This design comes from an exercise in tuning for small area, a short achievable clock period and few clock cycles per item on the open sky130 flow, not from production work. Where RTL was checked, it was by simulation tests only, not by an equivalence proof against the original. For runs 1, 2 and 5 to 7, only the layout was checked, not whether the RTL still works. No activity file was given, so power comes from the tool's default toggle rates.

### design/flow/design.v
module mm_muldiv (
    input  wire        clk,
    input  wire        rst,       
    input  wire        start,     
    input  wire [1:0]  op,
    input  wire [23:0] a_in,
    input  wire [23:0] l_in,
    input  wire [23:0] m_in,
    output wire        busy,
    output reg         done,      
    output wire [23:0] a_out,
    output wire [23:0] l_out,
    output wire        err
);
    localparam OP_SMP = 2'd1;
    localparam OP_MPM = 2'd2;
    localparam OP_DIV = 2'd3;
    localparam PH_MUL  = 3'd1;    
    localparam PH_CHK  = 3'd2;    
    localparam PH_PRE  = 3'd3;    
    localparam PH_DIV  = 3'd4;    
    localparam PH_FIX  = 3'd5;    
    localparam PH_DEN  = 3'd6;    
    reg        busy_r;
    reg [2:0]  ph;
    reg [5:0]  cnt;        
    reg [3:0]  k2;         
    reg        mf;         
    reg        ovf;        
    reg        dz;         
    reg        sgn_q;      
    reg        sgn_r;      
    reg [22:0] mr;         
    reg [23:0] r;          
    reg [23:0] q;          
    reg        c_one;      
    reg        c_two;      
    reg        c_neg;      
    reg        c_nr;       
    reg        c_xdiv;     
    reg        c_shr;      
    reg        c_hold;     
    reg        c_rot;      
    assign busy = busy_r;
    wire        is_div  = (op == OP_DIV);
    wire        is_smp  = (op == OP_SMP);
    wire        m_zero  = (m_in[22:0] == 23'd0);
    wire        ld_dz   = is_div & m_zero;
    wire [23:0] r_load  = is_div ? {1'b0, (m_zero ? l_in[22:0] : a_in[22:0])} : 24'd0;
    wire [23:0] q_load  = is_smp ? {15'd0, a_in[22:14]} :
                          (is_div & !m_zero) ? {l_in[0], 1'b0, l_in[22:1]} :
                          {1'b0, a_in[22:0]};
    wire [22:0] m_load  = is_smp ? {m_in[22:14], 14'd0} : m_in[22:0];
    wire        neg   = c_nr ? !r[23] : c_neg;
    wire [25:0] y_mag = c_one ? {3'd0, mr} : c_two ? {2'd0, mr, 1'b0} : 26'd0;
    wire [25:0] y     = y_mag ^ {26{neg}};
    wire [25:0] x     = c_xdiv ? {r[23], r, q[22]} : {{2{r[23]}}, r};
    wire [25:0] t     = x + y + {25'd0, neg};
    wire        tneg  = t[23];         
    wire        qin   = c_rot ? q[23] : (!ovf & !tneg);
    always @(posedge clk) begin
        if (!busy_r) begin
            r     <= r_load;
            q     <= q_load;
            mr    <= m_load;
            k2    <= 4'd0;
            mf    <= !op[0];
            ovf   <= 1'b0;
            dz    <= ld_dz;
            sgn_q <= (op == OP_MPM) ? 1'b0 : (ld_dz ? a_in[23] : a_in[23] ^ m_in[23]);
            sgn_r <= is_div & (m_zero ? l_in[23] : a_in[23]);
        end else begin
            if (c_shr) begin
                r <= t[25:2];
                q <= {t[1:0], q[23:2]};
            end else begin
                r <= t[23:0];
                if (!c_hold)
                    q <= {q[22:0], qin};
            end
            if (ph == PH_PRE && mr[22:21] == 2'b00) begin
                mr <= {mr[20:0], 2'b00};
                k2 <= k2 + 4'd1;
            end
            if (ph == PH_CHK)
                ovf <= !tneg;
        end
    end
    function [2:0] booth;    
        input b1, b0, bm;
        booth = {b0 ^ bm, (b1 & !b0 & !bm) | (!b1 & b0 & bm), b1};
    endfunction
    wire [2:0] dig_load = booth(q_load[1], q_load[0], 1'b0);
    wire [2:0] dig_next = booth(q[3], q[2], q[1]);
    wire       last     = (cnt == 6'd0);
    wire       den_next = ovf && k2 != 4'd0;
    always @(posedge clk) begin
        if (!busy_r) begin
            {c_one, c_two, c_neg} <= is_div ? 3'b101 : dig_load;
            c_nr   <= 1'b0;
            c_xdiv <= 1'b0;
            c_shr  <= !is_div;
            c_hold <= 1'b0;
            c_rot  <= 1'b1;
            cnt    <= is_smp ? 6'd6 : 6'd11;
        end else begin
            cnt <= cnt - 6'd1;
            case (ph)
                PH_MUL: {c_one, c_two, c_neg} <= dig_next;
                PH_CHK: begin
                    c_nr   <= 1'b1;
                    c_xdiv <= tneg;
                    c_rot  <= !tneg;
                    cnt    <= tneg ? 6'd22 : 6'd23;
                end
                PH_PRE: if (last) begin
                    c_xdiv <= 1'b1;
                    c_rot  <= 1'b0;
                    cnt    <= 6'd22 + {1'b0, k2, 1'b0};
                end
                PH_DIV: if (last) begin
                    {c_one, c_two, c_neg} <= 3'b100;     
                    c_nr   <= 1'b0;
                    c_xdiv <= 1'b0;
                    c_hold <= 1'b1;
                    if (!tneg) begin                     
                        c_one <= 1'b0;
                        c_shr <= 1'b1;
                        cnt   <= {2'b00, k2} - 6'd1;
                    end
                end
                PH_FIX: begin
                    {c_one, c_two, c_neg} <= 3'b000;
                    c_shr <= 1'b1;
                    cnt   <= {2'b00, k2} - 6'd1;
                end
                default: ;
            endcase
        end
    end
    always @(posedge clk) begin
        if (rst) begin
            busy_r <= 1'b0;
            done   <= 1'b0;
            ph     <= 3'd0;
        end else begin
            done <= 1'b0;
            if (!busy_r) begin
                if (start) begin
                    if (ld_dz) begin
                        done <= 1'b1;
                    end else begin
                        busy_r <= 1'b1;
                        ph     <= is_div ? PH_CHK : PH_MUL;
                    end
                end
            end else begin
                case (ph)
                    PH_CHK: ph <= tneg ? PH_DIV : PH_PRE;
                    PH_PRE: if (last) ph <= PH_DIV;
                    PH_DIV: if (last) begin
                        if (tneg)
                            ph <= PH_FIX;
                        else if (den_next)
                            ph <= PH_DEN;
                        else begin
                            busy_r <= 1'b0;
                            done   <= 1'b1;
                            ph     <= 3'd0;
                        end
                    end
                    PH_FIX: begin
                        if (den_next)
                            ph <= PH_DEN;
                        else begin
                            busy_r <= 1'b0;
                            done   <= 1'b1;
                            ph     <= 3'd0;
                        end
                    end
                    default: if (last) begin    
                        busy_r <= 1'b0;
                        done   <= 1'b1;
                        ph     <= 3'd0;
                    end
                endcase
            end
        end
    end
    assign a_out = {sgn_q, mf ? {r[21:0], q[23]} : (ovf ? 23'h7FFFFF : q[22:0])};
    assign l_out = {sgn_r & (dz | (r[22:0] != 23'd0)), mf ? q[22:0] : r[22:0]};
    assign err   = ovf | dz;
endmodule
### design/flow/run.sh
#!/bin/bash
# synth_recipe.tcl (not shown) runs the flow's synth.tcl, then flattens the netlist and writes it again
# the make line also repeats each setting of config.mk as NAME=value (left out here)
make -C /OpenROAD-flow-scripts/flow DESIGN_CONFIG=/design/flow/config.mk WORK_HOME=/design/flow/orfs CLKGATE_MAP_FILE= SYNTH_SCRIPT=/design/flow/synth_recipe.tcl finish
### design/flow/config.mk
export PLATFORM = sky130hd
export DESIGN_NAME = mm_muldiv
export DESIGN_NICKNAME = mm_muldiv
export VERILOG_FILES = /design/flow/design.v
export SDC_FILE = /design/flow/constraint.sdc
export NUM_CORES = 4
export LEC_CHECK = 0
export CAP_MARGIN = 20
export CORE_MARGIN = 2
export CORE_UTILIZATION = 40
export SETUP_SLACK_MARGIN = 2.0
export SLEW_MARGIN = 20
### design/flow/constraint.sdc
create_clock -name core_clock -period 5.0 [get_ports {clk}]
set_input_delay 1.0000 -clock core_clock [delete_from_list [all_inputs] [get_ports {clk}]]
set_output_delay 1.0000 -clock core_clock [all_outputs]
set_load 0.01 [all_outputs]
==> flow_summary_export.csv, run 1 <==
group,metric,value,unit
pwr,combPwrFrac,63.9,%
critical_path,crit_chain,"buf_6, bufbuf_16, a22oi_1, xnor2_1, ha_1, nand4_1, or4b_4, o2bb2ai_4, a31oi_4, buf_12, xor2_4, a221oi_2, o21ai_1",
cts,tritoncts,"built",
cts,clock_latency,0.37,ns
floorplan,ios,128,
timing,worst_pin_slew,0.8238,ns
global_route,grt_overflow_total,0,
routing,firstDrtPassIters,6,
cells_and_area,drive_gt1_share,22.42,%
place,dp_slack,1.244,ns
floorplan,row_count,52,
floorplan,dieArea,0.02168,mm2
cells_and_area,seqCellArea,0.002539,mm2
place,dp.final_hpwl,20780,um
pwr,powerDensity,490.8,mW/mm2
critical_path,cp_top_family,"compound AO/OA/AOI/OAI gates",
floorplan,fp.dieH,147.2,um
routing,drt-initial-drc-count,678,
critical_path,rr_endpoint,"q[0]",
cts,htreeDepth,3,
cells_and_area,insertedDiodeCount,0,
timing,holdWs,0.5212,ns
critical_path,path_class,"flop to flop",
cts,cts.clk_slew.worst_paths,0.08,ns
critical_path,cp_num_buf_inv,3,
global_route,grt_max_degree,72,
synthesis,postSynthCellCount,962,
critical_path,startpoint,"c_one",
cells_and_area,final_nets,1228,
flow_run,cap_violations,0,
timing,setup_viol,0,
cts,ctsHoldBuffers,0,
pwr,power_frac_seq,22.7,%
routing,vias_per_cell,5.971,
synthesis,synth.cell_area,0.008205,mm2
hold_path,hold_start,"c_hold",
cells_and_area,filler_cell_count,1839,
hold_path,hold_class,"flop to flop",
floorplan,die_x,147.2,um
pwr,p_int,0.003147,W
pwr,p_switching,0.002326,W
critical_path,crit_path_max_fanout,6,
timing,final-max-slew-violation-count,0,
global_route,grt_pass1_vias,7762,
cts,cts_buffers,9,
global_route,track_usage,25.84,%
critical_path,r2r_cells,13,
synthesis,syn-num-nets,1071,
timing,rsz0062_at_grt,"yes",
hold_path,holdPathEnd,"c_hold",
floorplan,core,0.02017,mm2
critical_path,critPathRequiredTime,5.12,ns
cells_and_area,area_delta_synth_final,35.88,%
synthesis,ys_warn_count,1,
cells_and_area,multi_input_area,0.005762,mm2
cts,ctsLongestPathBuffers,2,
critical_path,cp-start-kind,"flop",
synthesis,synth.distinct_cells,74,
critical_path,r2r_start,"c_one",
synthesis,syn_area_per_cell,8.529,um2
timing,period_needed,3.544,ns
pwr,finalPower,0.005472,W
synthesis,ys_seq_area_share,30.86,%
critical_path,worstPathArrival,3.67,ns
routing,route.detailed.wl_per_inst,21.01,um
timing,worst_slack,1.456,ns
routing,drc_errors,0,
pwr,vdd_drop_max,0.2455,mV
cts,clock_sinks,99,
floorplan,initial_core_util,40.68,%
pwr,leakagePower,4.310,nW
pwr,switching_share,42.50,%
synthesis,ys_async_sr_fraction,0,%
routing,vias,8324,
critical_path,endpoint_kind,"flop",
routing,postRouteWirelength,29290,um
timing,finalHoldViolations,0,
cts,root_buffer,"clkbuf_16",
timing,fin_skew,0.01126,ns
synthesis,synth_edf_count,55,
pwr,clkPwrFrac,13.4,%
timing,fin_tns_setup,0,ns
timing,fmax,282.1,MHz
place,gp_congestion,0.9067,
outcome,status,"no timing/DRC/antenna violations",
critical_path,ff2ff_setup_slack,1.46,ns
synthesis,synth_top_flop_cell,"edfxtp_1",
synthesis,ys_ff_latch,99,
routing,final_antenna_net_count,0,
timing,period_share,70.89,%
global_route,grt_pass1_wl,43680,um
global_route,antenna_found_initial,0,
critical_path,cp_slowest_cell,"or4b_4",
critical_path,cpPeakStageDelay,0.55,ns
timing,slew_headroom,44.95,%
hold_path,holdPathStages,2,
place,io_buffers,127,
==> cell type report <==
cell class / instances / share of cell area [%]
multi-input combinational: 778 / 51.68
sequential: 99 / 22.77
timing repair buffer: 212 / 19.17
tap: 270 / 3.030
clock buffer: 9 / 2.020
clock inverter: 7 / 0.6958
inverter: 19 / 0.6397
==> flip-flops by register name, indices dropped and copies added, names as in the netlist, 3 cells and up <==
name	count
k2	4
mr	23
ph	3
r	24
q	24
cnt	6
==> stage by stage <==
stage / utilization [%] / std cells / area (um2)
6_report: 55.28 / 1394 / 11150
5_1_grt: 55.28 / 1394 / 11150
4_1_cts: 53.43 / 1374 / 10780
3_5_place_dp: 48.12 / 1306 / 9706
3_3_place_gp: 48.12 / 1306 / 9706
2_1_floorplan: - / 962 / 8300
==> cells by family (layout without fill, tap and decap cells) <==
logic type / Yosys count / after routing / share of synthesized area, %
AO/OA/AOI/OAI: 293 / 293 / 23.74
AND/OR/NAND/NOR: 289 / 290 / 16.00
multiplexers: 107 / 107 / 13.94
flip-flops: 99 / 99 / 30.86
buffers and inverters: 86 / 247 / 4.193
XOR/XNOR: 56 / 56 / 6.298
adder cells (fa/ha/maj): 32 / 32 / 4.971
==> per-layer routing <==
layer	up-vias	share of wire, %	track usage (%)
met3	71	6.9	5.776
met2	316	48	42.69
met5	-	0	0
met4	0	3.4	10.24
li1	3916	-	-
met1	4021	42	32.89
==> synthesized netlist by cell type, types with 4 or more instances <==
master	number	area share (%)
nand2_1	112	5.1
nand4_1	7	0.53
dfxtp_1	44	11
nand2b_1	5	0.38
o22ai_1	18	1.4
a221oi_1	12	1.3
a22oi_1	28	2.6
a21o_1	11	1.0
xor2_1	12	1.3
a221o_1	6	0.73
o21a_1	7	0.64
buf_1	13	0.59
nor4_1	13	0.99
a21oi_1	47	2.9
ha_1	31	4.7
o21ai_0	91	5.6
clkbuf_1	46	2.1
inv_1	17	0.78
mux2i_1	49	6.0
nor2_1	77	3.5
edfxtp_1	55	20
a31oi_1	9	0.69
and3_1	4	0.30
nor3_1	20	1.2
nor2b_1	8	0.61
xnor2_1	42	4.5
o32ai_1	4	0.43
mux2_2	58	8.0
and2_1	4	0.30
a211oi_1	8	0.73
nand3_1	22	1.3
buf_2	5	0.30
o211ai_1	17	1.6
==> placed cells by master (no fill, tap or decap), types with 8 or more instances in the layout <==
| cell type | Yosys | final |
|---|---|---|
| nand3_1 | 22 | 19 |
| a22oi_2 | 0 | 8 |
| ha_2 | 0 | 8 |
| buf_4 | 2 | 61 |
| nand2_1 | 112 | 109 |
| inv_1 | 17 | 17 |
| a22oi_1 | 28 | 20 |
| a21oi_1 | 47 | 38 |
| o211ai_1 | 17 | 17 |
| o22ai_1 | 18 | 18 |
| xor2_1 | 12 | 12 |
| dfxtp_1 | 44 | 41 |
| a31oi_1 | 9 | 9 |
| a221oi_1 | 12 | 10 |
| clkbuf_16 | 0 | 11 |
| nor4_1 | 13 | 9 |
| buf_6 | 1 | 12 |
| clkdlybuf4s50_1 | 0 | 124 |
| mux2i_1 | 49 | 46 |
| nor2_1 | 77 | 76 |
| ha_1 | 31 | 22 |
| o21ai_0 | 91 | 73 |
| xnor2_1 | 42 | 37 |
| edfxtp_1 | 55 | 55 |
| nor3_1 | 20 | 19 |
| o21ai_1 | 2 | 17 |
| mux2_2 | 58 | 57 |
| a21o_1 | 11 | 11 |
==> power by group through the flow <==
stage               logic [W]  registers [W]  clock network (W)
floorplan             0.00188        0.00113                  0
global placement      0.00256        0.00124                  0
detailed placement    0.00257        0.00124                  0
CTS                   0.00317        0.00123           0.000746
global route          0.00375        0.00125           0.000777
finish                0.00350        0.00124           0.000734
==> worst reg2reg max path: cells and delay by family, from the launching register on <==
kind                     cells  cell delay (ns)
flip-flops                   1             0.38
adder cells (fa/ha/maj)      1             0.33
buffers and inverters        3             0.58
AO/OA/AOI/OAI                5             1.00
XOR/XNOR                     2             0.36
AND/OR/NAND/NOR              2             0.66
==> how the worst max path moves through the flow <==
| stage | to | slack (ns) | depth (start not counted) |
|---|---|---|---|
| floorplan | q[0] | 1.72 | 15 |
| global placement | busy_r | 1.29 | 11 |
| CTS | q[0] | 1.59 | 13 |
| global route | r[20] | 1.33 | 15 |
| detailed placement | busy_r | 1.24 | 12 |
| finish | q[0] | 1.46 | 13 |
==> timing repair <==
action	4_1_cts	5_1_grt
gates cloned	3	2
endpoints found under the setup margin	125	130
setup buffers	49	18
pin swaps	41	53
gates resized for setup	79	47
==> run 2, diff against run 1 <==
--- a/design/flow/config.mk
+++ b/design/flow/config.mk
@@ -8,5 +8,4 @@
 export CAP_MARGIN = 20
 export CORE_MARGIN = 2
 export CORE_UTILIZATION = 40
-export SETUP_SLACK_MARGIN = 2.0
 export SLEW_MARGIN = 20
==> run 2 against run 1 <==
Combinational power down 27%. Critical endpoint is now busy_r. Maximum frequency down 16%. Still clean. Cell area down 10%.
==> flow_summary_export.csv, run 2 <==
group,metric,value,unit
pwr,leakagePower,3.790,nW
cells_and_area,stdcell_count,1323,
routing,vias,7833,
place,io_buffers,127,
cts,post_cts_resize_count,0,
cells_and_area,layout_commonest_cell,"clkdlybuf4s50_1",
floorplan,core,0.02017,mm2
synthesis,ys_ff_latch,99,
synthesis,synth.distinct_cells,74,
routing,drt-initial-drc-count,566,
synthesis,yosys.cell_count.top_type,"nand2_1",
global_route,grt_pass1_wl,42380,um
synthesis,yosysTopAreaCell,"edfxtp_1",
synthesis,ys_seq_area_share,30.86,%
critical_path,crit_chain,"nor2b_1, buf_4, a22oi_1, xnor2_1, ha_1, o21a_1, o211ai_1, or4b_4, o2bb2ai_4, mux2i_1, nor3_2, o31ai_1, a211oi_2",
cts,tritoncts,"built",
critical_path,cp_num_buf_inv,1,
global_route,grt_pass1_vias,7526,
synthesis,syn_area_per_cell,8.529,um2
global_route,antenna_found_initial,0,
cts,root_buffer,"clkbuf_16",
critical_path,rr_endpoint,"busy_r",
synthesis,synthSimpleGateAreaFrac,16.00,%
cells_and_area,seqCellArea,0.002534,mm2
critical_path,cp-start-kind,"flop",
cts,post_cts_buffers,0,
timing,fmax,238.1,MHz
hold_path,holdPathStages,2,
floorplan,ios,128,
timing,holdWs,0.4826,ns
floorplan,dieArea,0.02168,mm2
floorplan,row_count,52,
critical_path,worstPathArrival,4.44,ns
synthesis,postSynthCellCount,962,
routing,postRouteWirelength,27350,um
synthesis,synthXorXnorAreaFrac,6.298,%
routing,top_layer,"met4",
routing,vias_per_cell,5.921,
place,placed_cells_incl_taps,1307,
timing,worst_slack,0.7993,ns
hold_path,holdPathEnd,"c_hold",
cells_and_area,insertedDiodeCount,0,
place,dp_slack,0.8355,ns
critical_path,endpoint_kind,"flop",
synthesis,synthAdderAreaFrac,4.971,%
synthesis,synth.cell_area,0.008205,mm2
critical_path,cpPeakStageDelay,0.91,ns
global_route,track_usage,24.96,%
synthesis,syn-num-nets,1071,
routing,wl_met1,11750,um
cts,ctsHoldBuffers,0,
pwr,powerDensity,455.3,mW/mm2
synthesis,muxShareOfSynthArea,13.94,%
global_route,grt_max_degree,70,
floorplan,fp.dieH,147.2,um
timing,rsz0062_at_grt,"no",
outcome,status,"no timing/DRC/antenna violations",
floorplan,die_x,147.2,um
place,post_dp_cell_area,0.009674,mm2
synthesis,ys_warn_count,1,
cts,cts_buffers,9,
cells_and_area,filler_cell_count,1985,
cells_and_area,most-common-layout-cells,"127 x clkdlybuf4s50_1, 112 x nand2_1, 91 x o21ai_0, 77 x nor2_1, 58 x mux2_2",
synthesis,ys_async_sr_fraction,0,%
cts,cts.clk_slew.worst_paths,0.07,ns
cts,clock_sinks,99,
timing,fin_skew,0.01529,ns
timing,fin_tns_setup,0,ns
cts,ctsLongestPathBuffers,2,
cts,clock_latency,0.36,ns
critical_path,path_class,"flop to flop",
critical_path,r2r_start,"c_one",
cells_and_area,stdcell_area,0.009985,mm2
synthesis,synth_top_family_by_area,"compound AO/OA/AOI/OAI gates",
hold_path,hold_class,"flop to flop",
cts,htreeDepth,3,
timing,period_share,84.01,%
routing,final_antenna_net_count,0,
timing,period_needed,4.201,ns
pwr,vdd_drop_max,0.2311,mV
place,dp.final_hpwl,20910,um
timing,final-max-slew-violation-count,0,
cells_and_area,final_nets,1157,
flow_run,cap_violations,0,
hold_path,hold_start,"c_hold",
routing,drc_errors,0,
critical_path,r2r_cells,13,
critical_path,cp_slowest_cell,"edfxtp_1",
synthesis,yosys-top-cells-count,"112 x nand2_1, 91 x o21ai_0, 77 x nor2_1",
routing,wl_met3,1542,um
global_route,grt_overflow_total,0,
timing,worst_pin_slew,1.126,ns
timing,slew_headroom,24.82,%
cells_and_area,drive_gt1_share,10.45,%
cells_and_area,reg.largest.list,"q (24), r (24), mr (23)",
synthesis,synth_top_cell_area_share,20.13,%
critical_path,critPathRequiredTime,5.24,ns
critical_path,cp_top_family,"compound AO/OA/AOI/OAI gates",
synthesis,synth_top_flop_cell,"edfxtp_1",
cells_and_area,multi_input_area,0.005343,mm2
critical_path,ff2ff_setup_slack,0.80,ns
timing,finalHoldViolations,0,
synthesis,synthTopCellsByArea,"edfxtp_1 20%, dfxtp_1 11%, mux2_2 8.0%, mux2i_1 6.0%, o21ai_0 5.6%",
place,gp_congestion,0.8823,
timing,setup_viol,0,
critical_path,crit_path_max_fanout,26,
synthesis,synth_edf_count,55,
routing,wl_met2,13140,um
synthesis,synth-compound-area-share,23.74,%
routing,route.detailed.wl_per_inst,20.67,um
floorplan,initial_core_util,40.68,%
routing,firstDrtPassIters,5,
cells_and_area,area_delta_synth_final,21.68,%
run 2: cell types whose count changed in the layout (fill, tap and decap cells not counted), sizes merged, moves of 2 or more:
cell	change
buf	-67
clkbuf	+2
clkdlybuf4s50	+3
clkinv	-2
dlymetal6s2s	-3
run 2: per-stage QoR:
stage / utilization, % / power (W)
finish: 49.50 / 0.004546
global route: 49.50 / 0.004855
detailed placement: 47.97 / 0.003788
CTS: 49.49 / 0.004546
floorplan: - / 0.002975
global placement: 47.89 / 0.003786
run 2: worst reg2reg max path: stages (launching register included):
cell and delay, ns:
edfxtp_1 0.91, nor2b_1 0.10, buf_4 0.24, a22oi_1 0.23, xnor2_1 0.10, ha_1 0.43
o21a_1 0.16, o211ai_1 0.10, or4b_4 0.52, o2bb2ai_4 0.30, mux2i_1 0.45, nor3_2 0.12
o31ai_1 0.30, a211oi_2 0.11
run 2: how the worst max path moves through the flow:
stage	start	endpoint	slack [ns]	depth (start not counted)
after floorplan	c_neg	c_shr	1.34	14
after global placement	c_one	c_shr	0.93	13
after detailed placement	c_one	busy_r	0.84	13
after CTS	c_one	busy_r	0.81	13
after global routing	c_one	q[0]	0.48	13
final	c_one	busy_r	0.80	13
run 2: layout make-up:
cell class	count	share of cell area [%]
multi-input combinational	777	53.51
sequential	99	25.38
tap	270	3.383
clock inverter	3	0.2632
timing repair buffer	142	13.93
clock buffer	13	2.820
inverter	19	0.7143
run 2: power breakdown:
group | total [W] | switching, W | internal [W]
combinational | 0.00257 | 0.00141 | 0.00116
clock | 0.000747 | 0.000345 | 0.000402
sequential | 0.00123 | 0.000215 | 0.00101
total | 0.00455 | 0.00197 | 0.00258
run 2: kinds of logic (layout without fill, tap and decap cells):
family,after synthesis,count (layout)
AO/OA/AOI/OAI,293,293
multiplexers,107,107
AND/OR/NAND/NOR,289,289
XOR/XNOR,56,56
flip-flops,99,99
adder cells (fa/ha/maj),32,32
buffers and inverters,86,177
run 2: layer usage:
metal | GRT usage [%] | up-vias
met1 | 32.56 | 3728
met4 | 10.34 | 0
met3 | 3.944 | 60
met5 | 0 | -
li1 | - | 3782
met2 | 41.29 | 263
==> run 3, diff against run 2 <==
--- a/design/flow/design.v
+++ b/design/flow/design.v
@@ -7,7 +7,7 @@
     input  wire [23:0] l_in,
     input  wire [23:0] m_in,
     output wire        busy,
-    output reg         done,      
+    output wire        done,      
     output wire [23:0] a_out,
     output wire [23:0] l_out,
     output wire        err
@@ -41,7 +41,10 @@
     reg        c_shr;      
     reg        c_hold;     
     reg        c_rot;      
-    assign busy = busy_r;
+    reg        done_r;
+    wire       fin_now = (ph == PH_FIX) && !r[23] && !(ovf && k2 != 4'd0);
+    assign busy = busy_r & !fin_now;
+    assign done = done_r | fin_now;
     wire        is_div  = (op == OP_DIV);
     wire        is_smp  = (op == OP_SMP);
     wire        m_zero  = (m_in[22:0] == 23'd0);
@@ -59,7 +62,7 @@
     wire        tneg  = t[23];         
     wire        qin   = c_rot ? q[23] : (!ovf & !tneg);
     always @(posedge clk) begin
-        if (!busy_r) begin
+        if (!busy) begin
             r     <= r_load;
             q     <= q_load;
             mr    <= m_load;
@@ -95,7 +98,7 @@
     wire       last     = (cnt == 6'd0);
     wire       den_next = ovf && k2 != 4'd0;
     always @(posedge clk) begin
-        if (!busy_r) begin
+        if (!busy) begin
             {c_one, c_two, c_neg} <= is_div ? 3'b101 : dig_load;
             c_nr   <= 1'b0;
             c_xdiv <= 1'b0;
@@ -111,7 +114,7 @@
                     c_nr   <= 1'b1;
                     c_xdiv <= tneg;
                     c_rot  <= !tneg;
-                    cnt    <= tneg ? 6'd22 : 6'd23;
+                    cnt    <= {5'b01011, !tneg};
                 end
                 PH_PRE: if (last) begin
                     c_xdiv <= 1'b1;
@@ -119,15 +122,10 @@
                     cnt    <= 6'd22 + {1'b0, k2, 1'b0};
                 end
                 PH_DIV: if (last) begin
-                    {c_one, c_two, c_neg} <= 3'b100;     
+                    {c_one, c_two, c_neg} <= {tneg, 2'b00};
                     c_nr   <= 1'b0;
                     c_xdiv <= 1'b0;
                     c_hold <= 1'b1;
-                    if (!tneg) begin                     
-                        c_one <= 1'b0;
-                        c_shr <= 1'b1;
-                        cnt   <= {2'b00, k2} - 6'd1;
-                    end
                 end
                 PH_FIX: begin
                     {c_one, c_two, c_neg} <= 3'b000;
@@ -141,46 +139,31 @@
     always @(posedge clk) begin
         if (rst) begin
             busy_r <= 1'b0;
-            done   <= 1'b0;
+            done_r <= 1'b0;
             ph     <= 3'd0;
         end else begin
-            done <= 1'b0;
-            if (!busy_r) begin
-                if (start) begin
-                    if (ld_dz) begin
-                        done <= 1'b1;
-                    end else begin
-                        busy_r <= 1'b1;
-                        ph     <= is_div ? PH_CHK : PH_MUL;
-                    end
-                end
+            done_r <= 1'b0;
+            if (!busy) begin
+                busy_r <= start & !ld_dz;
+                done_r <= start & ld_dz;
+                ph     <= (!start | ld_dz) ? 3'd0 : is_div ? PH_CHK : PH_MUL;
             end else begin
                 case (ph)
                     PH_CHK: ph <= tneg ? PH_DIV : PH_PRE;
                     PH_PRE: if (last) ph <= PH_DIV;
-                    PH_DIV: if (last) begin
-                        if (tneg)
-                            ph <= PH_FIX;
-                        else if (den_next)
-                            ph <= PH_DEN;
-                        else begin
-                            busy_r <= 1'b0;
-                            done   <= 1'b1;
-                            ph     <= 3'd0;
-                        end
-                    end
+                    PH_DIV: if (last) ph <= PH_FIX;
                     PH_FIX: begin
                         if (den_next)
                             ph <= PH_DEN;
                         else begin
                             busy_r <= 1'b0;
-                            done   <= 1'b1;
                             ph     <= 3'd0;
+                            done_r <= 1'b1;      
                         end
                     end
                     default: if (last) begin    
                         busy_r <= 1'b0;
-                        done   <= 1'b1;
+                        done_r <= 1'b1;
                         ph     <= 3'd0;
                     end
                 endcase
==> design/flow/flow/run.sh (new file) <==
#!/bin/bash
set -euo pipefail
bash standard.sh "BUFFER_PORTS_ARGS=-buffer_cell sky130_fd_sc_hd__buf_1" finish > standard_flow.log 2>&1
==> design/flow/standard.sh (new file) <==
#!/bin/bash
# synth_recipe.tcl (not shown) runs the flow's synth.tcl, then flattens the netlist and writes it again
# the make line also repeats each setting of config.mk as NAME=value (left out here)
make -C /OpenROAD-flow-scripts/flow DESIGN_CONFIG=/design/flow/config.mk WORK_HOME=/design/flow/orfs CLKGATE_MAP_FILE= SYNTH_SCRIPT=/design/flow/synth_recipe.tcl "${@:-finish}"
--- a/design/flow/config.mk
+++ b/design/flow/config.mk
@@ -8,4 +8,5 @@
 export CAP_MARGIN = 20
 export CORE_MARGIN = 2
 export CORE_UTILIZATION = 40
+export SETUP_SLACK_MARGIN = 2.5
 export SLEW_MARGIN = 20
removed: design/flow/run.sh
==> run 3 against run 2 <==
Clock skew is 0.0052 ns lower. Still clean. Maximum frequency is 19% higher. Largest power group unchanged. Power rose by 26%. Via count grew 8.7%. Area after synthesis down 1.6%. Critical path type unchanged.
==> flow_summary_export.csv, run 3 <==
group,metric,value,unit
cts,clock_sinks,99,
cells_and_area,area_delta_synth_final,38.18,%
synthesis,ys_warn_count,1,
cts,ctsHoldBuffers,0,
cts,ctsLongestPathBuffers,2,
cts,cts.clk_slew.worst_paths,0.07,ns
critical_path,endpoint_kind,"flop",
cells_and_area,drive_gt1_share,32.92,%
synthesis,ys_ff_latch,99,
cts,tritoncts,"built",
synthesis,synthAdderAreaFrac,5.053,%
pwr,clkPwrFrac,14.6,%
outcome,status,"no timing/DRC/antenna violations",
floorplan,row_count,51,
pwr,vdd_drop_max,0.2690,mV
routing,route.detailed.wl_per_inst,22.12,um
critical_path,crit_path_end,"ph[0]",
cells_and_area,final_nets,1237,
routing,drt-initial-drc-count,738,
pwr,power_frac_seq,24.2,%
critical_path,cpPeakStageDelay,0.44,ns
synthesis,synth_top_cell_area_share,20.46,%
critical_path,startpoint,"c_one",
critical_path,path_class,"flop to flop",
timing,final-max-slew-violation-count,0,
hold_path,hold_class,"flop to flop",
timing,fin_tns_setup,0,ns
critical_path,crit_chain,"buf_4, buf_6, buf_16, a22oi_2, xnor2_2, ha_1, or2_4, a31oi_2, a21o_1, o221a_4, a221o_1, o21ai_4, a211o_1, a221oi_2",
synthesis,synth.cell_area,0.008071,mm2
synthesis,yosys.cell_count.top_type,"nand2_1",
synthesis,syn_area_per_cell,8.532,um2
critical_path,r2r_start,"c_one",
pwr,combPwrFrac,61.2,%
critical_path,cp_slowest_cell,"edfxtp_1",
synthesis,ys_async_sr_fraction,0,%
critical_path,crit_path_max_fanout,15,
cts,root_buffer,"clkbuf_16",
critical_path,worstPathArrival,3.79,ns
timing,fmax,283.0,MHz
synthesis,synthSimpleGateAreaFrac,16.82,%
synthesis,yosys-top-cells-count,"131 x nand2_1, 82 x nor2_1, 75 x mux2i_1",
synthesis,synth_edf_count,55,
synthesis,synthXorXnorAreaFrac,6.077,%
floorplan,dieArea,0.02133,mm2
cts,htreeDepth,3,
cells_and_area,stdcell_count,1399,
timing,period_needed,3.533,ns
pwr,leakagePower,4.482,nW
floorplan,ios,128,
hold_path,holdPathStages,2,
synthesis,yosysTopAreaCell,"edfxtp_1",
floorplan,die_x,146.1,um
global_route,antenna_found_initial,1,
critical_path,ff2ff_setup_slack,1.47,ns
pwr,p_switching,0.002465,W
routing,vias,8518,
global_route,grt_overflow_total,0,
timing,finalHoldViolations,0,
synthesis,synth-compound-area-share,20.29,%
global_route,grt_pass1_vias,7791,
synthesis,muxShareOfSynthArea,15.86,%
synthesis,postSynthCellCount,946,
timing,setup_viol,0,
cells_and_area,most-common-layout-cells,"113 x nand2_1, 81 x buf_1, 76 x nor2_1, 75 x mux2i_1, 72 x buf_4",
cts,cts_buffers,9,
global_route,grt_max_degree,52,
timing,fin_skew,0.01006,ns
timing,worst_pin_slew,1.088,ns
global_route,grt_pass1_wl,44370,um
routing,postRouteWirelength,30940,um
place,gp_congestion,0.9036,
floorplan,fp.dieH,146.1,um
pwr,p_int,0.003242,W
critical_path,cp.depth,14,
synthesis,synth.distinct_cells,73,
timing,period_share,70.67,%
critical_path,r2r_cells,14,
synthesis,synth_top_flop_cell,"edfxtp_1",
floorplan,initial_core_util,41.07,%
flow_run,cap_violations,0,
routing,vias_per_cell,6.089,
critical_path,cp-start-kind,"flop",
synthesis,synthTopCellsByArea,"edfxtp_1 20%, dfxtp_1 11%, mux2i_1 9.3%, mux2_2 6.6%, nand2_1 6.1%",
routing,final_antenna_net_count,0,
cells_and_area,reg.largest.list,"q (24), r (24), mr (23)",
timing,slew_headroom,27.44,%
pwr,switching_share,43.20,%
place,dp.final_hpwl,19920,um
cells_and_area,stdcell_area,0.01115,mm2
global_route,track_usage,26.36,%
synthesis,ys_seq_area_share,31.37,%
critical_path,cp_num_buf_inv,3,
place,io_buffers,127,
synthesis,synth_top_family_by_area,"compound AO/OA/AOI/OAI gates",
pwr,powerDensity,511.7,mW/mm2
floorplan,core,0.01965,mm2
synthesis,syn-num-nets,1055,
critical_path,rr_endpoint,"ph[0]",
routing,drc_errors,0,
cells_and_area,layout_commonest_cell,"nand2_1",
cts,clock_latency,0.36,ns
place,placed_cells_incl_taps,1290,
cells_and_area,filler_cell_count,1733,
timing,rsz0062_at_grt,"yes",
critical_path,cp_top_family,"compound AO/OA/AOI/OAI gates",
critical_path,critPathRequiredTime,5.25,ns
place,post_dp_cell_area,0.008874,mm2
routing,firstDrtPassIters,7,
pwr,finalPower,0.005707,W
## run 3: cell count changes in the layout (fill, tap and decap cells not counted), moves of 30 or more
cell             before  now
mux2_2               58   28
o21ai_0              91   34
buf_1                 0   81
buf_4                14   72
clkdlybuf4s50_1     127    0
buf_6                 0   33
## run 3: how the worst min path moves through the flow
stage,startpoint,end,slack [ns]
4_1_cts,c_hold,c_hold,0.48
6_report,c_hold,c_hold,0.48
3_5_place_dp,c_hold,c_hold,0.46
3_3_place_gp,c_hold,c_hold,0.45
5_1_grt,c_hold,c_hold,0.50
2_1_floorplan,c_hold,c_hold,0.44
## run 3: cells by family (layout without fill, tap and decap cells)
logic type               count (synthesis)  count (layout)
AO/OA/AOI/OAI                          247             248
XOR/XNOR                                56              56
adder cells (fa/ha/maj)                 32              32
buffers and inverters                   82             264
flip-flops                              99              99
multiplexers                           122             122
other                                    0               1
AND/OR/NAND/NOR                        308             312
## run 3: repair_timing
action | 4_1_cts | 5_1_grt
buffers inserted | 52 | 26
pin swaps | 68 | 50
gates cloned | 9 | 5
setup endpoints to repair | 190 | 189
resized for setup | 142 | 180
## run 3: tightest hold or removal path, stage by stage (launching register included)
cell and delay (ns):
dfxtp_1 0.34, a21oi_1 0.04, nor2_1 0.07
## run 3: layer usage
metal | GRT usage (%) | vias up | share of wire, %
met5 | 0 | - | 0.036
met4 | 10.44 | 2 | 3.7
met3 | 3.906 | 77 | 7.2
met2 | 42.71 | 456 | 47
met1 | 35.51 | 4119 | 42
li1 | - | 3864 | -
## run 3: cell type report
type	instances	area [um2]	area share, %
Clock inverter	4	77.57	0.6955
Antenna cell	1	2.502	0.02244
Tap cell	265	331.6	2.973
Timing Repair Buffer	229	1729	15.50
Clock buffer	12	279.0	2.502
Inverter	19	71.32	0.6394
Sequential cell	99	2562	22.98
Multi-Input combinational cell	770	6100	54.69
## run 3: per-stage QoR
| stage | hold WS (ns) | worst slack, ns | utilization [%] |
|---|---|---|---|
| 2_1_floorplan | 0.4366 | 1.926 | - |
| 3_5_place_dp | 0.4587 | 1.009 | 45.15 |
| 5_1_grt | 0.4974 | 1.332 | 56.74 |
| 4_1_cts | 0.4788 | 1.644 | 52.31 |
| 6_report | 0.4794 | 1.467 | 56.75 |
| 3_3_place_gp | 0.4516 | 1.070 | 45.15 |
## run 3: power groups by stage
stage	Sequential (W)	Clock, W	Combinational, W
finish	0.00138	0.000834	0.00349
global route	0.00138	0.000872	0.00371
detailed placement	0.00131	0	0.00235
CTS	0.00132	0.000840	0.00296
global placement	0.00131	0	0.00235
floorplan	0.00115	0	0.00186
Testbench counts of run 3, summed over its fixed seeds: cycles 124,729, items 8,000.
==> run 4, diff against run 3 <==
--- a/design/flow/config.mk
+++ b/design/flow/config.mk
@@ -8,5 +8,5 @@
 export CAP_MARGIN = 20
 export CORE_MARGIN = 2
 export CORE_UTILIZATION = 40
-export SETUP_SLACK_MARGIN = 2.5
+export SETUP_SLACK_MARGIN = 1.5
 export SLEW_MARGIN = 20
==> run 4 against run 3 <==
Clock skew rose by 0.0083 ns. Count of clock-buffer cells in the layout shrank 2. Combinational power fell by 18%. Area after synthesis did not move. Non-clock buffer count is 47 lower. Critical endpoint is now q[0].
==> flow_summary_export.csv, run 4 <==
group,metric,value,unit
outcome,status,"no timing/DRC/antenna violations",
synthesis,yosysTopAreaCell,"edfxtp_1",
floorplan,die_x,146.1,um
pwr,vdd_drop_max,0.2608,mV
cts,root_buffer,"clkbuf_16",
place,post_dp_cell_area,0.008746,mm2
routing,route.detailed.wl_per_inst,20.79,um
critical_path,cp_num_buf_inv,2,
synthesis,ys_async_sr_fraction,0,%
cts,tritoncts,"built",
cells_and_area,insertedDiodeCount,0,
routing,vias_per_cell,5.885,
timing,fmax,286.2,MHz
routing,vias,7921,
hold_path,hold_class,"flop to flop",
cells_and_area,filler_cell_count,1967,
critical_path,cp-start-kind,"flop",
synthesis,synth_edf_count,55,
synthesis,yosys-top-cells-count,"131 x nand2_1, 82 x nor2_1, 75 x mux2i_1",
critical_path,critPathRequiredTime,5.21,ns
timing,rsz0062_at_grt,"yes",
timing,fin_tns_setup,0,ns
critical_path,rr_endpoint,"q[0]",
critical_path,r2r_cells,13,
global_route,grt_overflow_total,0,
timing,final-max-slew-violation-count,0,
routing,drt-initial-drc-count,602,
cells_and_area,drive_gt1_share,17.02,%
cells_and_area,seqCellArea,0.002536,mm2
timing,holdWs,0.4882,ns
cells_and_area,reg.largest.list,"q (24), r (24), mr (23)",
place,gp_congestion,0.8958,
cts,htreeDepth,3,
floorplan,core,0.01965,mm2
critical_path,cp_top_family,"simple AND/OR/NAND/NOR gates",
place,io_buffers,127,
timing,worst_pin_slew,0.7863,ns
floorplan,initial_core_util,41.07,%
timing,fin_skew,0.01835,ns
synthesis,ys_seq_area_share,31.37,%
routing,firstDrtPassIters,5,
cts,cts_buffers,9,
global_route,grt_max_degree,70,
cts,clock_latency,0.37,ns
critical_path,startpoint,"c_one",
cells_and_area,most-common-layout-cells,"131 x nand2_1, 127 x buf_1, 80 x nor2_1, 75 x mux2i_1, 64 x o21ai_0",
pwr,leakagePower,3.704,nW
critical_path,cp_slowest_cell,"edfxtp_1",
timing,period_needed,3.494,ns
synthesis,synth.distinct_cells,73,
cts,clock_sinks,99,
synthesis,ys_warn_count,1,
synthesis,synth_top_flop_cell,"edfxtp_1",
critical_path,crit_chain,"buf_12, nor2b_4, buf_6, a22oi_2, xnor2_2, ha_4, or3_2, o211ai_1, o221a_4, a221o_1, nor2_4, or3_1, a31oi_1",
global_route,grt_pass1_wl,41660,um
synthesis,synthTopCellsByArea,"edfxtp_1 20%, dfxtp_1 11%, mux2i_1 9.3%, mux2_2 6.6%, nand2_1 6.1%",
critical_path,path_class,"flop to flop",
timing,finalHoldViolations,0,
timing,slew_headroom,47.58,%
critical_path,cpPeakStageDelay,0.44,ns
cells_and_area,stdcell_count,1346,
timing,period_share,69.88,%
floorplan,row_count,51,
pwr,finalPower,0.004884,W
critical_path,crit_path_end,"q[0]",
global_route,grt_pass1_vias,7267,
synthesis,synth.cell_area,0.008071,mm2
critical_path,endpoint_kind,"flop",
cells_and_area,final_nets,1185,
cells_and_area,stdcell_area,0.009684,mm2
flow_run,cap_violations,0,
critical_path,ff2ff_setup_slack,1.51,ns
place,placed_cells_incl_taps,1294,
synthesis,syn-num-nets,1055,
synthesis,synth_top_cell_area_share,20.46,%
floorplan,ios,128,
cells_and_area,multi_input_area,0.005489,mm2
synthesis,ys_ff_latch,99,
critical_path,cp.depth,13,
timing,setup_viol,0,
synthesis,postSynthCellCount,946,
critical_path,r2r_start,"c_one",
global_route,track_usage,24.72,%
routing,postRouteWirelength,27980,um
routing,drc_errors,0,
critical_path,worstPathArrival,3.71,ns
synthesis,yosys.cell_count.top_type,"nand2_1",
cells_and_area,layout_commonest_cell,"nand2_1",
synthesis,syn_area_per_cell,8.532,um2
cts,cts.clk_slew.worst_paths,0.08,ns
pwr,powerDensity,504.3,mW/mm2
floorplan,dieArea,0.02133,mm2
cts,ctsLongestPathBuffers,2,
routing,final_antenna_net_count,0,
cells_and_area,area_delta_synth_final,19.98,%
floorplan,fp.dieH,146.1,um
critical_path,crit_path_max_fanout,5,
place,dp.final_hpwl,20250,um
global_route,antenna_found_initial,0,
## run 4: cell counts after synthesis
Identical to the previous run, type by type.
## run 4: per-stage QoR
step	setup slack (ns)	util, %
CTS	1.520	46.85
global placement	1.277	44.50
detailed placement	1.185	44.50
finish	1.506	49.27
global route	1.309	49.27
floorplan	1.571	-
## run 4: area by class of cell
class | count | share of cell area, %
Timing Repair Buffer | 182 | 9.935
Clock buffer | 10 | 2.468
Clock inverter | 6 | 0.5685
Tap cell | 265 | 3.424
Inverter | 19 | 0.7364
Sequential cell | 99 | 26.19
Multi-Input combinational cell | 765 | 56.68
## run 4: worst min-delay path by stage
stage | startpoint | end | slack, ns | depth (start not counted)
after floorplan | c_hold | c_hold | 0.44 | 2
after global placement | c_hold | c_hold | 0.45 | 2
after detailed placement | c_hold | c_hold | 0.47 | 2
after CTS | c_hold | c_hold | 0.49 | 2
after global routing | c_hold | c_hold | 0.56 | 2
final | c_hold | c_hold | 0.49 | 2
## run 4: routing by layer
layer,track usage (%),vias up,wire (um)
met4,6.893,0,728
li1,-,3760,-
met5,0,-,0
met1,33.96,3773,12110
met2,39.60,336,13140
met3,5.063,52,2002
## run 4: timing repair
action | CTS | global route
hold buffers | 0 | 0
cloned | 1 | 3
gates resized for setup | 20 | 61
endpoints found under the setup margin | 25 | 24
buffers inserted | 10 | 22
pin swaps | 14 | 58
## run 4: cells by family after synthesis
kind of cell / synth area share (%)
AO/OA/AOI/OAI: 20.29
XOR/XNOR: 6.077
adder cells (fa/ha/maj): 5.053
buffers and inverters: 4.526
flip-flops: 31.37
multiplexers: 15.86
AND/OR/NAND/NOR: 16.82
## run 4: worst register-to-register path, cell delays in order, from the launching register on
cell      delay, ns
edfxtp_1       0.44
buf_12         0.16
nor2b_4        0.20
buf_6          0.17
a22oi_2        0.08
xnor2_2        0.24
ha_4           0.25
or3_2          0.43
o211ai_1       0.19
o221a_4        0.28
a221o_1        0.28
nor2_4         0.09
or3_1          0.37
a31oi_1        0.16
## run 4: where the power goes
part	switching, W	internal [W]	total (W)
clock network	0.000339	0.000361	0.000700
registers	0.000291	0.00103	0.00132
logic	0.00157	0.00130	0.00287
==> run 5, diff against run 4 <==
--- a/design/flow/design.v
+++ b/design/flow/design.v
@@ -36,7 +36,6 @@
     reg        c_one;      
     reg        c_two;      
     reg        c_neg;      
-    reg        c_nr;       
     reg        c_xdiv;     
     reg        c_shr;      
     reg        c_hold;     
@@ -54,8 +53,8 @@
                           (is_div & !m_zero) ? {l_in[0], 1'b0, l_in[22:1]} :
                           {1'b0, a_in[22:0]};
     wire [22:0] m_load  = is_smp ? {m_in[22:14], 14'd0} : m_in[22:0];
-    wire        neg   = c_nr ? !r[23] : c_neg;
-    wire [25:0] y_mag = c_one ? {3'd0, mr} : c_two ? {2'd0, mr, 1'b0} : 26'd0;
+    wire        neg   = c_neg;
+    wire [25:0] y_mag = ({26{c_one}} & {3'd0, mr}) | ({26{c_two}} & {2'd0, mr, 1'b0});
     wire [25:0] y     = y_mag ^ {26{neg}};
     wire [25:0] x     = c_xdiv ? {r[23], r, q[22]} : {{2{r[23]}}, r};
     wire [25:0] t     = x + y + {25'd0, neg};
@@ -100,7 +99,6 @@
     always @(posedge clk) begin
         if (!busy) begin
             {c_one, c_two, c_neg} <= is_div ? 3'b101 : dig_load;
-            c_nr   <= 1'b0;
             c_xdiv <= 1'b0;
             c_shr  <= !is_div;
             c_hold <= 1'b0;
@@ -111,21 +109,26 @@
             case (ph)
                 PH_MUL: {c_one, c_two, c_neg} <= dig_next;
                 PH_CHK: begin
-                    c_nr   <= 1'b1;
+                    c_neg  <= !tneg;
                     c_xdiv <= tneg;
                     c_rot  <= !tneg;
                     cnt    <= {5'b01011, !tneg};
                 end
-                PH_PRE: if (last) begin
-                    c_xdiv <= 1'b1;
-                    c_rot  <= 1'b0;
-                    cnt    <= 6'd22 + {1'b0, k2, 1'b0};
+                PH_PRE: begin
+                    c_neg  <= !tneg;
+                    if (last) begin
+                        c_xdiv <= 1'b1;
+                        c_rot  <= 1'b0;
+                        cnt    <= 6'd22 + {1'b0, k2, 1'b0};
+                    end
                 end
-                PH_DIV: if (last) begin
-                    {c_one, c_two, c_neg} <= {tneg, 2'b00};
-                    c_nr   <= 1'b0;
-                    c_xdiv <= 1'b0;
-                    c_hold <= 1'b1;
+                PH_DIV: begin
+                    c_neg  <= !tneg;
+                    if (last) begin
+                        {c_one, c_two, c_neg} <= {tneg, 2'b00};
+                        c_xdiv <= 1'b0;
+                        c_hold <= 1'b1;
+                    end
                 end
                 PH_FIX: begin
                     {c_one, c_two, c_neg} <= 3'b000;
==> run 5 against run 4 <==
Clock power fell by 0.7%. Utilization fell by 1.1 points. Power fell by 4.7%. Clock skew fell by 0.0080 ns. Cell area fell by 2.9%. Critical endpoint is now c_one. Highest routed layer unchanged.
==> flow_summary_export.csv, run 5 <==
group,metric,value,unit
outcome,status,"no timing/DRC/antenna violations",
critical_path,path_class,"flop to flop",
global_route,grt_max_degree,70,
synthesis,synthTopCellsByArea,"edfxtp_1 21%, dfxtp_1 11%, mux2i_1 9.8%, mux2_2 6.9%, nand2_1 5.3%",
critical_path,cp-start-kind,"flop",
floorplan,fp.dieH,145.1,um
critical_path,cp_num_buf_inv,1,
synthesis,syn_area_per_cell,8.650,um2
place,gp_congestion,0.9147,
global_route,grt_pass1_wl,40810,um
hold_path,hold_class,"flop to flop",
timing,worst_pin_slew,0.9696,ns
timing,rsz0062_at_grt,"yes",
cells_and_area,drive_gt1_share,14.42,%
pwr,p_int,0.002545,W
routing,postRouteWirelength,26910,um
cts,ctsLongestPathBuffers,2,
pwr,leakagePower,3.733,nW
critical_path,rr_endpoint,"c_one",
timing,slew_headroom,35.36,%
pwr,combPwrFrac,57.2,%
floorplan,die_x,145.1,um
place,placed_cells_incl_taps,1271,
cts,ctsHoldBuffers,0,
routing,drt-initial-drc-count,590,
cts,tritoncts,"built",
critical_path,cpMostUsedCell,"and4_1",
synthesis,ys_async_sr_fraction,0,%
routing,vias_per_cell,5.936,
critical_path,r2r_cells,12,
floorplan,initial_core_util,40.80,%
synthesis,synth_top_flop_cell,"edfxtp_1",
cells_and_area,stdcell_count,1305,
cells_and_area,area_delta_synth_final,18.03,%
cts,clock_latency,0.36,ns
cells_and_area,most-common-layout-cells,"127 x buf_1, 113 x nand2_1, 78 x mux2i_1, 71 x nor2_1, 55 x edfxtp_1",
global_route,track_usage,24.42,%
floorplan,ios,128,
critical_path,ff2ff_setup_slack,1.49,ns
timing,finalHoldViolations,0,
flow_run,cap_violations,0,
critical_path,cp_top_family,"simple AND/OR/NAND/NOR gates",
floorplan,dieArea,0.02106,mm2
critical_path,cp_slowest_cell,"or4b_4",
hold_path,hold_start,"c_hold",
critical_path,crit_chain,"buf_4, a22oi_2, xnor2_1, ha_1, and4_1, and2_1, and4_1, o2111a_1, or4b_4, o311a_4, xor2_2, a41o_1",
pwr,power_frac_seq,27.9,%
place,io_buffers,127,
timing,period_share,70.16,%
pwr,clkPwrFrac,14.9,%
cts,cts_buffers,9,
critical_path,endpoint_kind,"flop",
pwr,switching_share,45.31,%
timing,final-max-slew-violation-count,0,
synthesis,yosysTopAreaCell,"edfxtp_1",
global_route,grt_overflow_total,0,
floorplan,core,0.01953,mm2
synthesis,yosys.cell_count.top_type,"nand2_1",
critical_path,critPathRequiredTime,5.11,ns
critical_path,r2r_start,"c_two",
cts,htreeDepth,3,
cells_and_area,layout_commonest_cell,"buf_1",
synthesis,synth_top_cell_area_share,20.73,%
timing,fin_skew,0.01040,ns
synthesis,synth.distinct_cells,72,
cts,root_buffer,"clkbuf_16",
critical_path,crit_path_max_fanout,6,
timing,fmax,285.1,MHz
hold_path,holdPathStages,2,
synthesis,postSynthCellCount,921,
cells_and_area,reg.largest.list,"q (24), r (24), mr (23)",
routing,vias,7746,
pwr,powerDensity,494.9,mW/mm2
cells_and_area,insertedDiodeCount,0,
routing,final_antenna_net_count,0,
timing,period_needed,3.508,ns
synthesis,yosys-top-cells-count,"113 x nand2_1, 78 x mux2i_1, 72 x nor2_1",
critical_path,worstPathArrival,3.62,ns
synthesis,synth_edf_count,55,
pwr,vdd_drop_max,0.2438,mV
floorplan,row_count,51,
cts,cts.clk_slew.worst_paths,0.07,ns
place,dp.final_hpwl,19980,um
synthesis,ys_ff_latch,98,
pwr,p_switching,0.002108,W
synthesis,ys_warn_count,1,
pwr,finalPower,0.004653,W
synthesis,syn-num-nets,1030,
global_route,antenna_found_initial,0,
global_route,grt_pass1_vias,7063,
routing,firstDrtPassIters,5,
cts,clock_sinks,98,
routing,drc_errors,0,
hold_path,holdPathEnd,"c_hold",
timing,fin_tns_setup,0,ns
cells_and_area,final_nets,1144,
routing,route.detailed.wl_per_inst,20.62,um
synthesis,ys_seq_area_share,31.54,%
synthesis,synth.cell_area,0.007966,mm2
critical_path,cpPeakStageDelay,0.52,ns
timing,setup_viol,0,
-- run 5: changes by cell type after synthesis, sizes merged, moves of 5 or more --
cell and delta:
clkbuf +12, buf -13, a221oi +5, nand2 -18, a221o -6, nor2 -12, a211oi -6, o21ai -12
a31oi -6, or3 -6
-- run 5: how the worst max path moves through the flow --
stage	from	to	slack, ns	cells past startpoint
finish	c_two	c_one	1.49	12
global route	c_two	c_one	1.40	11
CTS	c_two	c_one	1.49	12
detailed placement	c_neg	c_one	0.95	10
global placement	c_neg	c_one	0.96	10
floorplan	c_neg	c_one	1.51	12
-- run 5: stage by stage --
stage | setup slack, ns | hold slack (ns) | utilization [%] | instance area, um2
floorplan | 1.510 | 0.4364 | - | 7971
CTS | 1.485 | 0.5080 | 46.80 | 9139
detailed placement | 0.9515 | 0.4864 | 44.57 | 8702
global placement | 0.9562 | 0.4973 | 44.57 | 8702
global route | 1.404 | 0.5683 | 48.15 | 9403
finish | 1.492 | 0.5073 | 48.15 | 9403
-- run 5: per-layer routing --
| layer | up-vias | GRT usage [%] | routed length, um |
|---|---|---|---|
| met5 | - | 0 | 0 |
| met4 | 0 | 8.186 | 735 |
| met3 | 54 | 4.119 | 1907 |
| met2 | 324 | 38.57 | 12390 |
| met1 | 3707 | 33.94 | 11870 |
| li1 | 3661 | - | - |
-- run 5: power by group through the flow --
| stage | Clock [W] | Combinational, W | Sequential, W |
|---|---|---|---|
| detailed placement | 0 | 0.00229 | 0.00132 |
| floorplan | 0 | 0.00176 | 0.00115 |
| CTS | 0.000699 | 0.00241 | 0.00128 |
| finish | 0.000695 | 0.00266 | 0.00130 |
| global placement | 0 | 0.00229 | 0.00132 |
| global route | 0.000726 | 0.00288 | 0.00131 |
-- run 5: cell type report --
type	count	area, um2
Fill cell	1951	10120
Multi-Input combinational cell	741	5366
Sequential cell	98	2514
Timing Repair Buffer	165	837.1
Tap cell	265	331.6
Clock buffer	10	232.7
Inverter	20	75.07
Clock inverter	6	46.29
-- run 5: kinds of logic (layout without fill, tap and decap cells) --
group	count (synthesis)	count (layout)	synth area share, %
AO/OA/AOI/OAI	233	233	19.41
XOR/XNOR	56	56	6.251
adder cells (fa/ha/maj)	32	32	5.120
buffers and inverters	82	201	4.052
flip-flops	98	98	31.54
multiplexers	128	128	17.01
AND/OR/NAND/NOR	292	292	16.62
-- run 5: worst min-delay path, delay by kind of cell (launching register included) --
family | cells | cell delay [ns]
compound gates | 1 | 0.05
simple gates | 1 | 0.07
flops | 1 | 0.35
-- run 5: timing repair --
| action | in CTS | in global routing |
|---|---|---|
| buffers inserted | 9 | 8 |
| setup endpoints to repair | 24 | 21 |
| resized for setup | 12 | 33 |
| pin swaps | 6 | 23 |
| gates cloned | 0 | 1 |
==> run 6, diff against run 5 <==
--- a/design/flow/config.mk
+++ b/design/flow/config.mk
@@ -8,5 +8,5 @@
 export CAP_MARGIN = 20
 export CORE_MARGIN = 2
 export CORE_UTILIZATION = 40
-export SETUP_SLACK_MARGIN = 1.5
+export SETUP_SLACK_MARGIN = 1.0
 export SLEW_MARGIN = 20
==> run 6 against run 5 <==
Power fell by 6.4%. Area after synthesis did not move. Critical path type unchanged. Critical endpoint is now r[12]. Maximum frequency fell by 7.6%. Worst setup slack got worse by 0.29 ns.
==> flow_summary_export.csv, run 6 <==
group,metric,value,unit
timing,period_needed,3.798,ns
cells_and_area,stdcell_area,0.009021,mm2
cells_and_area,layout_commonest_cell,"buf_1",
synthesis,synth.cell_area,0.007966,mm2
critical_path,cp_slowest_cell,"edfxtp_1",
timing,worst_slack,1.202,ns
floorplan,initial_core_util,40.80,%
critical_path,path_class,"flop to flop",
place,gp_congestion,0.9202,
cells_and_area,final_nets,1127,
outcome,status,"no timing/DRC/antenna violations",
timing,finalHoldViolations,0,
floorplan,ios,128,
synthesis,synth_top_flop_cell,"edfxtp_1",
routing,vias,7673,
critical_path,worstPathArrival,4.07,ns
global_route,track_usage,23.84,%
global_route,grt_overflow_total,0,
cts,post_cts_resize_count,0,
cts,cts_buffers,9,
cells_and_area,insertedDiodeCount,0,
place,io_buffers,127,
routing,postRouteWirelength,26220,um
routing,firstDrtPassIters,7,
pwr,powerDensity,482.8,mW/mm2
cts,ctsHoldBuffers,0,
critical_path,crit_chain,"buf_4, and2_1, a21oi_1, fa_1, a21o_1, a221o_1, a311o_1, and3_1, o41ai_1, xnor2_1, mux2i_1, a21oi_1",
routing,final_antenna_net_count,0,
synthesis,yosys-top-cells-count,"113 x nand2_1, 78 x mux2i_1, 72 x nor2_1",
place,post_dp_cell_area,0.008672,mm2
timing,fmax,263.3,MHz
critical_path,crit_path_max_fanout,13,
synthesis,syn-num-nets,1030,
synthesis,ys_warn_count,1,
pwr,leakagePower,3.605,nW
place,dp.final_hpwl,19670,um
timing,rsz0062_at_grt,"no",
timing,setup_viol,0,
cts,clock_latency,0.36,ns
pwr,vdd_drop_max,0.2420,mV
global_route,antenna_found_initial,0,
critical_path,critPathRequiredTime,5.27,ns
critical_path,cp_top_family,"compound AO/OA/AOI/OAI gates",
synthesis,ys_ff_latch,98,
global_route,grt_max_degree,70,
cts,tritoncts,"built",
global_route,grt_pass1_wl,40080,um
flow_run,cap_violations,0,
synthesis,yosysTopAreaCell,"edfxtp_1",
floorplan,dieArea,0.02106,mm2
critical_path,cp-start-kind,"flop",
critical_path,cp.depth,12,
synthesis,ys_async_sr_fraction,0,%
cts,htreeDepth,3,
floorplan,row_count,51,
cells_and_area,drive_gt1_share,9.677,%
critical_path,r2r_cells,12,
synthesis,synthTopCellsByArea,"edfxtp_1 21%, dfxtp_1 11%, mux2i_1 9.8%, mux2_2 6.9%, nand2_1 5.3%",
synthesis,synth_top_cell_area_share,20.73,%
place,dp_slack,0.9079,ns
cells_and_area,area_delta_synth_final,13.24,%
critical_path,cpMostUsedCell,"a21oi_1",
critical_path,endpoint_kind,"flop",
cells_and_area,reg.largest.list,"q (24), r (24), mr (23)",
cts,root_buffer,"clkbuf_16",
global_route,grt_pass1_vias,7093,
synthesis,synth_edf_count,55,
routing,drt-initial-drc-count,637,
timing,final-max-slew-violation-count,0,
hold_path,hold_class,"flop to flop",
timing,fin_tns_setup,0,ns
synthesis,ys_seq_area_share,31.54,%
routing,route.detailed.wl_per_inst,20.36,um
floorplan,die_x,145.1,um
hold_path,holdPathStages,2,
synthesis,syn_area_per_cell,8.650,um2
routing,drc_errors,0,
synthesis,synth.distinct_cells,72,
synthesis,postSynthCellCount,921,
timing,period_share,75.96,%
routing,vias_per_cell,5.957,
timing,slew_headroom,37.06,%
synthesis,yosys.cell_count.top_type,"nand2_1",
cells_and_area,most-common-layout-cells,"127 x buf_1, 113 x nand2_1, 78 x mux2i_1, 71 x nor2_1, 55 x edfxtp_1",
cts,cts.clk_slew.worst_paths,0.07,ns
floorplan,fp.dieH,145.1,um
floorplan,core,0.01953,mm2
critical_path,cp_num_buf_inv,1,
timing,fin_skew,0.01664,ns
timing,worst_pin_slew,0.9442,ns
cts,clock_sinks,98,
critical_path,cpPeakStageDelay,0.66,ns
cts,ctsLongestPathBuffers,2,
-- run 6: cell counts after synthesis --
No cell type changed its count.
-- run 6: area by class of cell --
| cell class | instances | area, um2 |
|---|---|---|
| Clock buffer | 10 | 229.0 |
| Multi-Input combinational cell | 741 | 5164 |
| Clock inverter | 6 | 46.29 |
| Fill cell | 1973 | 10510 |
| Inverter | 20 | 75.07 |
| Sequential cell | 98 | 2512 |
| Timing Repair Buffer | 148 | 663.1 |
| Tap cell | 265 | 331.6 |
-- run 6: stage by stage --
| stage | utilization (%) | power, W | hold WS [ns] | cells |
|---|---|---|---|---|
| 6_report | 46.20 | 0.004356 | 0.4808 | 1288 |
| 5_1_grt | 46.20 | 0.004614 | 0.5034 | 1288 |
| 4_1_cts | 45.88 | 0.004306 | 0.4797 | 1283 |
| 3_5_place_dp | 44.41 | 0.003612 | 0.4584 | 1266 |
| 3_3_place_gp | 44.41 | 0.003607 | 0.4511 | 1266 |
| 2_1_floorplan | - | 0.002912 | 0.4364 | 921 |
-- run 6: per-layer routing --
| layer | track usage [%] | share of wire [%] |
|---|---|---|
| met4 | 8.725 | 3.0 |
| met1 | 31.52 | 44 |
| met5 | 0 | 0 |
| met3 | 4.025 | 6.6 |
| met2 | 39.26 | 47 |
-- run 6: repair_timing --
item,CTS,global route
buffers inserted,1,5
endpoints found under the setup margin,10,15
endpoints found under the hold margin,0,0
-- run 6: worst paths after layout --
check | startpoint | endpoint | slack (ns)
worst max-delay path | c_one | r[12] | 1.20
worst min-delay path | c_hold | c_hold | 0.48
worst max register to register | c_one | r[12] | 1.20
worst min register to register | c_hold | c_hold | 0.48
-- run 6: cell families (layout without fill, tap and decap cells) --
kind of cell	Yosys count	after routing	share of synthesized area (%)
AO/OA/AOI/OAI	233	233	19.41
XOR/XNOR	56	56	6.251
adder cells (fa/ha/maj)	32	32	5.120
buffers and inverters	82	184	4.052
flip-flops	98	98	31.54
multiplexers	128	128	17.01
AND/OR/NAND/NOR	292	292	16.62
-- run 6: tightest hold or removal path: cells and delay by family, from the launching register on --
| family | cells | cell delay, ns |
|---|---|---|
| AND/OR/NAND/NOR | 1 | 0.07 |
| flip-flops | 1 | 0.33 |
| AO/OA/AOI/OAI | 1 | 0.04 |
-- run 6: where the power goes --
group | leakage [nW] | internal, W | total, W | switching [W]
combinational | 2.52 | 0.000992 | 0.00237 | 0.00138
clock | 0.140 | 0.000345 | 0.000688 | 0.000343
sequential | 0.942 | 0.00102 | 0.00129 | 0.000271
==> run 7, diff against run 6 <==
--- a/design/flow/config.mk
+++ b/design/flow/config.mk
@@ -8,5 +8,5 @@
 export CAP_MARGIN = 20
 export CORE_MARGIN = 2
 export CORE_UTILIZATION = 40
-export SETUP_SLACK_MARGIN = 1.0
+export SETUP_SLACK_MARGIN = 2.0
 export SLEW_MARGIN = 20
==> run 7 against run 6 <==
Global-route usage is 1.9 points higher. Sequential cell count stayed put. Largest cell class unchanged. Maximum frequency is 8.6% higher. First-iteration DRC count is 5.5% lower. Clock skew is 0.0075 ns lower. Critical path type unchanged. Non-clock buffer count is 33 higher. Hold slack better by 0.013 ns. Combinational power is 26% higher.
==> flow_summary_export.csv, run 7 <==
group,metric,value,unit
timing,rsz0062_at_grt,"yes",
timing,worst_pin_slew,0.9606,ns
cells_and_area,insertedDiodeCount,0,
pwr,vdd_drop_max,0.3069,mV
pwr,combPwrFrac,59.7,%
global_route,grt_max_degree,79,
global_route,use_met2,43.60,%
cells_and_area,area_delta_synth_final,23.73,%
pwr,clkPwrFrac,14.5,%
pwr,power_frac_seq,25.8,%
cells_and_area,drive_gt1_share,18.94,%
routing,vias,7858,
routing,drc_errors,0,
routing,drt-initial-drc-count,602,
global_route,grt_pass1_vias,7410,
synthesis,postSynthCellCount,921,
floorplan,initial_core_util,40.80,%
timing,period_share,69.97,%
cells_and_area,reg.largest.list,"q (24), r (24), mr (23)",
timing,fin_tns_setup,0,ns
place,io_buffers,127,
routing,firstDrtPassIters,5,
cells_and_area,layout_commonest_cell,"buf_1",
floorplan,fp.dieH,145.1,um
synthesis,synth_edf_count,55,
cts,clock_latency,0.36,ns
global_route,antenna_found_initial,0,
floorplan,row_count,51,
global_route,grt-busiest-layer,"met2",
cts,ctsLongestPathBuffers,2,
synthesis,syn-num-nets,1030,
global_route,track_usage,25.70,%
critical_path,worstPathArrival,3.61,ns
flow_run,cap_violations,0,
place,gp_congestion,0.9173,
cts,ctsHoldBuffers,0,
cells_and_area,filler_cell_count,1941,
pwr,powerDensity,507.2,mW/mm2
pwr,p_switching,0.002242,W
pwr,p_int,0.002757,W
critical_path,endpoint_kind,"flop",
critical_path,path_class,"flop to flop",
global_route,grt_overflow_total,0,
cells_and_area,most-common-layout-cells,"127 x buf_1, 111 x nand2_1, 77 x mux2i_1, 68 x nor2_1, 55 x edfxtp_1",
outcome,status,"no timing/DRC/antenna violations",
routing,route.detailed.wl_per_inst,21.36,um
timing,period_needed,3.499,ns
place,dp_slack,1.063,ns
cells_and_area,seqCellArea,0.002522,mm2
pwr,leakagePower,3.893,nW
cells_and_area,finalCoreUtilization,50.48,%
critical_path,crit_path_max_fanout,6,
cts,cts.clk_slew.worst_paths,0.07,ns
synthesis,ys_warn_count,1,
critical_path,crit_chain,"clkbuf_16, a22oi_2, xnor2_2, ha_4, a21o_1, a211o_1, o2111a_1, or4b_4, o311a_4, xor2_4, a41o_1",
floorplan,dieArea,0.02106,mm2
critical_path,cp_slowest_cell,"or4b_4",
synthesis,yosysTopAreaCell,"edfxtp_1",
cts,tritoncts,"built",
routing,final_antenna_net_count,0,
global_route,grt_pass1_wl,42670,um
synthesis,ys_seq_area_share,31.54,%
timing,fmax,285.8,MHz
floorplan,die_x,145.1,um
critical_path,cp_num_buf_inv,1,
timing,fin_skew,0.009098,ns
timing,final-max-slew-violation-count,0,
timing,setup_viol,0,
place,dp.final_hpwl,20500,um
critical_path,cp-start-kind,"flop",
cells_and_area,multi_input_area,0.005620,mm2
-- run 7: changes by cell type in the layout (fill, tap and decap cells not counted), moves of 5 or more --
cell and change:
ha_2 +5, buf_4 +25, a22oi_2 +9, a221oi_2 +5, xnor2_2 +9, a221oi_1 -5, ha_1 -12, ha_4 +7
xnor2_1 -9, a22oi_1 -9
-- run 7: repair_timing --
item / in CTS / in global routing
pin swaps: 15 / 36
cloned: 1 / 2
setup buffers: 26 / 10
gates resized for setup: 48 / 33
setup endpoints to repair: 43 / 44
-- run 7: area by class of cell --
class,instances,area share (%)
clock buffer,12,2.399
tap,265,3.364
sequential,98,25.59
multi-input combinational,741,57.02
timing repair buffer,181,10.35
clock inverter,4,0.5204
inverter,20,0.7616
-- run 7: kinds of logic after synthesis --
family / count (synthesis) / share of synthesized area (%)
buf+inv: 82 / 4.052
simple gates: 292 / 16.62
mux: 128 / 17.01
compound gates: 233 / 19.41
xor+xnor: 56 / 6.251
flops: 98 / 31.54
fa+ha+maj: 32 / 5.120
-- run 7: metrics by stage --
stage	instances	hold WS [ns]	instance area, um2
2_1_floorplan	921	0.4364	8145
3_3_place_gp	1266	0.4641	8781
3_5_place_dp	1266	0.4725	8781
4_1_cts	1309	0.4927	9580
5_1_grt	1321	0.5420	9857
6_report	1321	0.4936	9857
-- run 7: power by group through the flow --
stage | registers, W | clock network (W) | logic [W]
floorplan | 0.00115 | 0 | 0.00188
global placement | 0.00131 | 0 | 0.00246
detailed placement | 0.00132 | 0 | 0.00243
CTS | 0.00128 | 0.000729 | 0.00276
global route | 0.00130 | 0.000755 | 0.00320
finish | 0.00129 | 0.000724 | 0.00298
-- run 7: final timing paths --
check	depth (start not counted)	slack [ns]	end	from
setup reg to reg	11	1.50	c_one	c_one
hold / removal	2	0.49	c_hold	c_hold
hold reg to reg	2	0.49	c_hold	c_hold
setup / recovery	11	1.50	c_one	c_one
-- run 7: tightest hold or removal path, cell delays in order, from the launching register on --
cell,delay [ns]
dfxtp_1,0.34
a21oi_1,0.05
nor2_1,0.07
-- run 7: layer usage --
layer	part of all wire (%)	up-vias
li1	-	3707
met1	43	3807
met2	48	297
met3	6.0	47
met4	2.3	0
met5	0	-

Re-timed with assumed drivers on the ports (clkbuf_16 on the clock, buf_2 on other inputs), run 7 has 1.501 ns of setup slack against 1.501 ns with ideal ports, and 1.501 ns once port delays also move by the mid clock arrival of 0.405 ns.
